This is an optimization exercise on Yosys and OpenROAD, whose aim is small area, a short achievable clock period and few clock cycles per item, not a production implementation.
Function was checked by simulation only, so behaviour that the tests miss may differ from the original.
No activity file was given, so power comes from the tool's default toggle rates.

## P
Design fst_hash_engine, start of the top module:
module fst_hash_engine (
    input  wire        clk,
    input  wire        rst_n,
    input  wire        key_wr,
    input  wire [3:0]  key_addr,
    input  wire [31:0] key_data,
    input  wire        in_valid,
    output wire        in_ready,
    input  wire [31:0] in_data,
    input  wire        in_v4,
    output wire        out_valid,
    input  wire        out_ready,
    output wire [31:0] out_hash
);
    reg  [31:0] ring [0:9];
    reg  [9:0]  wsel;
    reg  [9:0]  ph;                  
    reg  [19:0] mask;                
    reg  [31:0] dr;                  
    integer s;
    wire        kw    = key_wr && (key_addr < 4'd10);
    reg  [9:0]  tsel;
    integer t;
    always @(*) begin
        for (s = 0; s < 10; s = s + 1) begin
            tsel[s] = 1'b0;
            for (t = 0; t < 10; t = t + 1)
                tsel[s] = tsel[s] | ((key_addr == t) & ph[(t + 18 - s) % 10]);
        end
    end
    reg  [9:0]  wkeep;
    wire [31:0] dr_n = ~dr;
    always @(posedge clk) begin
        for (s = 0; s < 10; s = s + 1)
            ring[s] <= ~((ring[(s + 1) % 10] & {32{wkeep[s]}}) |
                         (((s % 2) ? dr : dr_n) & {32{wsel[s]}}));
  ...
Size in the first run: ~2800 cells after synthesis, roughly 500 flip-flops, roughly 110 I/O pins, about 25000 sq um of cells after synthesis.
export LEC_CHECK = 0
export CAP_MARGIN = 20
export CORE_MARGIN = 2
export CORE_UTILIZATION = 30
export CTS_CLUSTER_DIAMETER = 150
export CTS_CLUSTER_SIZE = 30
export SETUP_SLACK_MARGIN = 3.75
export SLEW_MARGIN = 20
create_clock -name core_clock -period 6.0 [get_ports {clk}]
standard.sh (not shown) runs the stock make flow with config.mk's settings and CLKGATE_MAP_FILE= SYNTH_SCRIPT=/design/flow/synth_recipe.tcl, a recipe that flattens the netlist after the stock synthesis.
==> flow/flow/run.sh <==
#!/bin/bash
# Layout: the standard flow (standard.sh) unchanged, except that the
# port buffers are plain buf_2 cells instead of the delay buffers that
# buffer_ports picks by default. Every port still gets its own buffer.
set -euo pipefail
bash standard.sh finish "BUFFER_PORTS_ARGS=-buffer_cell sky130_fd_sc_hd__buf_2" > standard.log 2>&1
P: done, clean on timing, DRC and antenna
Testbench counts of P, summed over its fixed seeds: cycles 9,669, items 960.
## Diff of input files: Q against P
- swapping 30 for 24 in CTS_CLUSTER_SIZE
- swapping 3.75 for 3.78 in SETUP_SLACK_MARGIN
- swapping 30 for 60 in CORE_UTILIZATION
- swapping 20 for 40 in SLEW_MARGIN
- putting PLACE_DENSITY at 0.72 where nothing was set
Results
- Having completed the whole flow, Q delivered a layout that passed the timing, design-rule and antenna checks.
- Per the comparison of Q with P, worst hold margin shows no meaningful change; synthesis-to-layout area growth down 1.9 points; fraction of power consumed by combinational cells decreased 0.2 points.
- Looking at areal power density over the cells across Q and P, the one that comes out higher is Q.
- Delta (Q minus P): TritonCTS buffer count higher, worst voltage drop across the vdd grid picked up an extra 0.027 mV.


The RTL this note starts from:
==> flow/design.v <==
module fst_hash_engine (
    input  wire        clk,
    input  wire        rst_n,
    input  wire        key_wr,
    input  wire [3:0]  key_addr,
    input  wire [31:0] key_data,
    input  wire        in_valid,
    output wire        in_ready,
    input  wire [31:0] in_data,
    input  wire        in_v4,
    output wire        out_valid,
    input  wire        out_ready,
    output wire [31:0] out_hash
);
    reg  [31:0] ring [0:9];
    reg  [3:0]  ph;
    reg  [19:0] mask;                
    wire [3:0]  ph_n  = (ph >= 4'd9) ? 4'd0 : ph + 4'd1;
    wire [3:0]  ph_nn = (ph_n == 4'd9) ? 4'd0 : ph_n + 4'd1;
    wire        kw    = key_wr && (key_addr < 4'd10);
    wire [31:0] wdata = rst_n ? key_data : 32'd0;
    integer s;
    always @(posedge clk) begin
        for (s = 0; s < 10; s = s + 1) begin
            if (!rst_n || (kw && key_addr == ((ph_n + s >= 10) ? ph_n + s - 10 : ph_n + s)))
                ring[s] <= wdata;
            else
                ring[s] <= ring[(s + 1) % 10];
        end
    end
    always @(posedge clk) begin
        if (!rst_n)
            ph <= 4'd0;
        else
            ph <= ph_n;
    end
    always @(posedge clk) begin
        if (!rst_n)
            mask <= 20'd0;
        else if (key_wr && key_addr == 4'd10)
            mask <= key_data[19:0];
    end
    reg  [3:0]  wc;
    reg         v4r;
    reg         rdy;
    reg  [31:0] dr;
    reg         dfirst, dlast, fin;
    reg  [19:0] acc;                 
    reg  [19:0] oreg;
    reg         ov;
    wire        xfer = in_valid && rdy;
    wire        v4e  = (wc == 4'd0) ? in_v4 : v4r;
    wire        w9   = (wc == 4'd9);
    wire        zero_w = v4e && (wc == 4'd0 || wc == 4'd1 || wc == 4'd4 || wc == 4'd5);
    wire        ffff_w = v4e && (wc == 4'd2 || wc == 4'd6);
    wire [31:0] dnorm = w9     ? {in_data[7:0], 24'd0} :
                        zero_w ? 32'd0 :
                        ffff_w ? 32'h0000FFFF : in_data;
    wire [3:0]  wc_n = xfer ? (w9 ? 4'd0 : wc + 4'd1) : wc;
    wire        ov_n = fin ? 1'b1 : (ov && out_ready) ? 1'b0 : ov;
    always @(posedge clk) begin
        dr <= xfer ? dnorm : 32'd0;
        if (xfer && wc == 4'd0)
            v4r <= in_v4;
    end
    always @(posedge clk) begin
        if (!rst_n) begin
            wc     <= 4'd0;
            rdy    <= 1'b0;
            dfirst <= 1'b0;
            dlast  <= 1'b0;
            fin    <= 1'b0;
            ov     <= 1'b0;
        end else begin
            wc     <= wc_n;
            rdy    <= (wc_n == ph_nn) && (wc_n != 4'd9 || !ov_n);
            dfirst <= xfer && (wc == 4'd0);
            dlast  <= xfer && w9;
            fin    <= dlast;
            ov     <= ov_n;
        end
    end
    wire [50:0] win = {ring[1][18:0], ring[0]};
    reg  [19:0] prod;
    integer h, j;
    always @(*) begin
        for (h = 0; h < 20; h = h + 1) begin
            prod[h] = 1'b0;
            for (j = 0; j < 32; j = j + 1)
                prod[h] = prod[h] ^ (dr[j] & win[43 - 8*(j/8) + (j%8) - (19-h)]);
        end
    end
    always @(posedge clk) begin
        acc <= (dfirst ? 20'd0 : acc) ^ prod;
        if (fin)
            oreg <= acc & mask;
    end
    assign in_ready  = rdy;
    assign out_valid = ov;
    assign out_hash  = {12'd0, oreg};
endmodule
make LEC_CHECK=0 ABC_CLOCK_PERIOD_IN_PS=2000 CAP_MARGIN=20 CORE_MARGIN=2 CORE_UTILIZATION=30 SETUP_SLACK_MARGIN=3.8 SLEW_MARGIN=20 finish   # period 6.0 ns
run.sh (not shown) runs the stock make flow with config.mk's settings and CLKGATE_MAP_FILE= SYNTH_SCRIPT=/design/flow/synth_recipe.tcl, a recipe that flattens the netlist after the stock synthesis.
Stock flow here: none of the scripts above is used.
The first run completed with no timing, DRC or antenna violations.
Testbench counts at the start, summed over its fixed seeds: cycles 9,670, items 960.
Then changed:
- ABC_CLOCK_PERIOD_IN_PS: 2000 -> not set
- SETUP_SLACK_MARGIN: 3.8 -> not set
Effect:
- The new run went through all stages and came out clean
- worst setup slack is worse by 1100 ps
- via count fell by 5.4%
- total power fell by 6.0%
- die area does not change
- maximum frequency fell by 23%
- clock power fell by about 3%
- clock-buffer cell count rose by 10
- routed wire length fell by 12%

==> re-timing with driven ports <==
Ports are ideal in the flow. The routed layouts listed here were re-timed in OpenROAD. Step 1 assumes that a clkbuf_16 drives the clock port and a buf_2 every other input. Step 2 adds t to the input delays and takes it off the output delays; t is the mean of the earliest and latest rising clock arrival at the registers after step 1. Input paths then give back, and output paths get back, about the clock's delay inside the block. Three values: ideal ports, drivers, drivers and shift; two values: the first two.
run | t, ns | slack for setup (ns) | worst setup path after step 2 | latest minus earliest clock arrival (ns)
P | 0.653 | 3.752 / 3.694 / 3.057 | input to register | 0.035 / 0.035
Q | 0.647 | 3.754 / 3.697 / 3.110 | input to register | 0.024 / 0.024
the first run of note 2 | 0.663 | 2.134 / 2.134 / 2.134 | register to register | 0.047 / 0.047
the second run of note 2 | 0.645 | 1.003 / 1.003 / 1.003 | register to register | 0.033 / 0.033
After both steps setup and hold are still met in every run listed. For P, which loses most, drivers alone change the setup slack by -0.058 ns; drivers and shift together by -0.695 ns.
